This is an optimization exercise on Yosys and OpenROAD, whose aim is small area, a short achievable clock period and few clock cycles, not a production implementation.

== JK ==
## gfrs_enc
module gfrs_enc (
    input  wire        clk,
    input  wire        rst,           
    input  wire        cmd_valid,
    output wire        cmd_ready,
    input  wire [1:0]  cmd_op,        
    input  wire [3:0]  cmd_k,
    input  wire [15:0] cmd_poly,
    input  wire [15:0] cmd_base,
    input  wire [15:0] cmd_n,
    input  wire [7:0]  cmd_t,
    input  wire        in_valid,
    output wire        in_ready,
    input  wire [15:0] in_data,
    output wire        out_valid,
    input  wire        out_ready,
    output wire [11:0] out_data,
    output reg         done,
    output reg  [3:0]  status,
    output reg  [3:0]  einfo,
    output reg         field_valid
);
    localparam OP_INIT = 2'd0;
    localparam OP_ENC  = 2'd1;
    localparam C_OK      = 4'd0;
    localparam C_ILLEGAL = 4'd1;
    localparam C_ARG     = 4'd2;
    localparam C_NOFIELD = 4'd3;
    localparam I_WORDSIZE  = 4'd1;
    localparam I_POLYDEG   = 4'd2;
    localparam I_NOTPRIM   = 4'd3;
    localparam I_GENBASE   = 4'd4;
    localparam I_ECCOUNT   = 4'd6;
    localparam I_DATACOUNT = 4'd7;
    localparam I_LENGTH    = 4'd8;
    localparam I_CWRANGE   = 4'd9;
  ...
Size: roughly 4100 cells after synthesis, ~320 flip-flops, ~110 I/O pins, about 0.034 mm² of cells after synthesis.
==> flow/config.mk <==
export PLATFORM = sky130hd
export DESIGN_NAME = gfrs_enc
export DESIGN_NICKNAME = gfrs_enc
export VERILOG_FILES = /design/flow/design.v
export SDC_FILE = /design/flow/constraint.sdc
export NUM_CORES = 4
export LEC_CHECK = 0
export CAP_MARGIN = 20
export CORE_MARGIN = 2
export CORE_UTILIZATION = 35
export SLEW_MARGIN = 20
==> flow/constraint.sdc <==
create_clock -name core_clock -period 15.0 [get_ports {clk}]
set_input_delay 3.0000 -clock core_clock [delete_from_list [all_inputs] [get_ports {clk}]]
set_output_delay 3.0000 -clock core_clock [all_outputs]
set_load 0.01 [all_outputs]
standard.sh (not shown) runs the stock make flow with config.mk's settings and CLKGATE_MAP_FILE= SYNTH_SCRIPT=/design/flow/synth_recipe.tcl, a recipe that flattens the netlist after the stock synthesis.
==> flow/flow/run.sh <==
#!/bin/bash
set -euo pipefail
bash standard.sh SETUP_SLACK_MARGIN=11 finish > make.log 2>&1
> inputs changed (JK -> MS)
==> flow/flow/run.sh <==
#!/bin/bash
set -euo pipefail
bash standard.sh SETUP_SLACK_MARGIN=9 finish > make.log 2>&1
--- outcome ---
- Compare MS and JK | utilization lower: MS
- Final wirelength, MS and JK: larger value in JK
- MS vs JK on highest clock frequency the design can meet: MS is the lower one.
Edits applied to the flow inputs when going from MS to AL:
==> flow/flow/run.sh <==
#!/bin/bash
set -euo pipefail
bash standard.sh SETUP_SLACK_MARGIN=10 cts > make_cts.log 2>&1
bash standard.sh SETUP_SLACK_MARGIN=9.5 finish > make.log 2>&1
## What came out
Between MS and AL, relative area of non-clock buffer cells in the final design increased.
Number of inserted diodes ends up lower on AL.
Between MS and AL, the multi-input logic cell count does not differ in any meaningful way.
The run showing the smaller number of clock buffer instances in the layout is MS.
Relative to MS, the multi-input logic portion of the cell area of AL is lower by 1.1 points.
Fmax: AL above MS
Comparing MS and AL, the higher met3 wire length was measured on MS.
AL vs. MS: synthesized-area fraction occupied by and/or/nand/nor cells did not really move, setup slack of the critical path after layout higher.
No run of this note included a check of the RTL's function; only the layout flow was run.

== rev 12 ==
gfrs_enc, a different RTL version from the one above (not shown whole).
Size: ~310 flip-flops, about 110 I/O pins, about 0.033 sq mm of cells after synthesis.
clock: 15.0 ns
lec_check: 0
cap_margin: 20
core_margin: 2
core_utilization: 35
slew_margin: 20
==> flow/flow/run.sh <==
#!/bin/bash
set -euo pipefail
bash standard.sh SETUP_SLACK_MARGIN=9 finish > make.log 2>&1
diff inputs: rev 12 => rev 13
Settings: CORE_UTILIZATION changed from 35 to 45.
==> run notes <==
- Rev 13 against rev 12: post-route minimum period +0.0062 ns, pin count of the biggest net entering global routing decreased by 7 relative to the old numbers.
- Run comparison: rev 12 slowest library cell on the worst path xnor2_1; rev 13 slowest library cell on the worst path xor3_1
- In rev 13, the post-placement cell count came out 298 below the value in rev 12.
- In rev 13, count of cells resized by post-cts repair is lower than in rev 12.
No run of this note included a check of the RTL's function; only the layout flow was run.

-- port drivers added, routing unchanged --
The flow's constraints put no driver on any port. The routed layouts listed below were extracted and timed again, unchanged, in two steps.
Step 1 (the two cells are an assumption about what drives the block):
set clk [get_ports {clk}]
set_driving_cell -lib_cell sky130_fd_sc_hd__clkbuf_16 $clk
set_driving_cell -lib_cell sky130_fd_sc_hd__buf_2 [delete_from_list [all_inputs] $clk]
Step 2, shift: input delay + t, output delay - t, t = (earliest + latest rising clock arrival at the registers) / 2. This alone moves slack from input paths to output paths.
Slacks: no drivers / after step 1 / after step 2; pairs: no drivers / after step 1.
| run | t, ns | slack for setup (ns) | hold slack, ns | latest minus earliest clock arrival (ns) |
|---|---|---|---|---|
| JK | 0.680 | 9.715 / 9.715 / 9.715 | 0.523 / 0.523 / 0.523 | 0.035 / 0.035 |
| MS | 0.664 | 8.981 / 8.981 / 8.981 | 0.534 / 0.534 / 0.534 | 0.034 / 0.034 |
| AL | 0.665 | 9.691 / 9.691 / 9.261 | 0.489 / 0.489 / 0.489 | 0.034 / 0.033 |
| rev 12 | 0.672 | 8.929 / 8.929 / 8.929 | 0.450 / 0.450 / 0.450 | 0.050 / 0.051 |
| rev 13 | 0.657 | 8.923 / 8.923 / 8.923 | 0.479 / 0.479 / 0.479 | 0.031 / 0.031 |
After both steps setup and hold are still met in every run listed. The setup slack of AL, which loses most, moves by 0.000 ns with the drivers and by -0.430 ns with both steps.
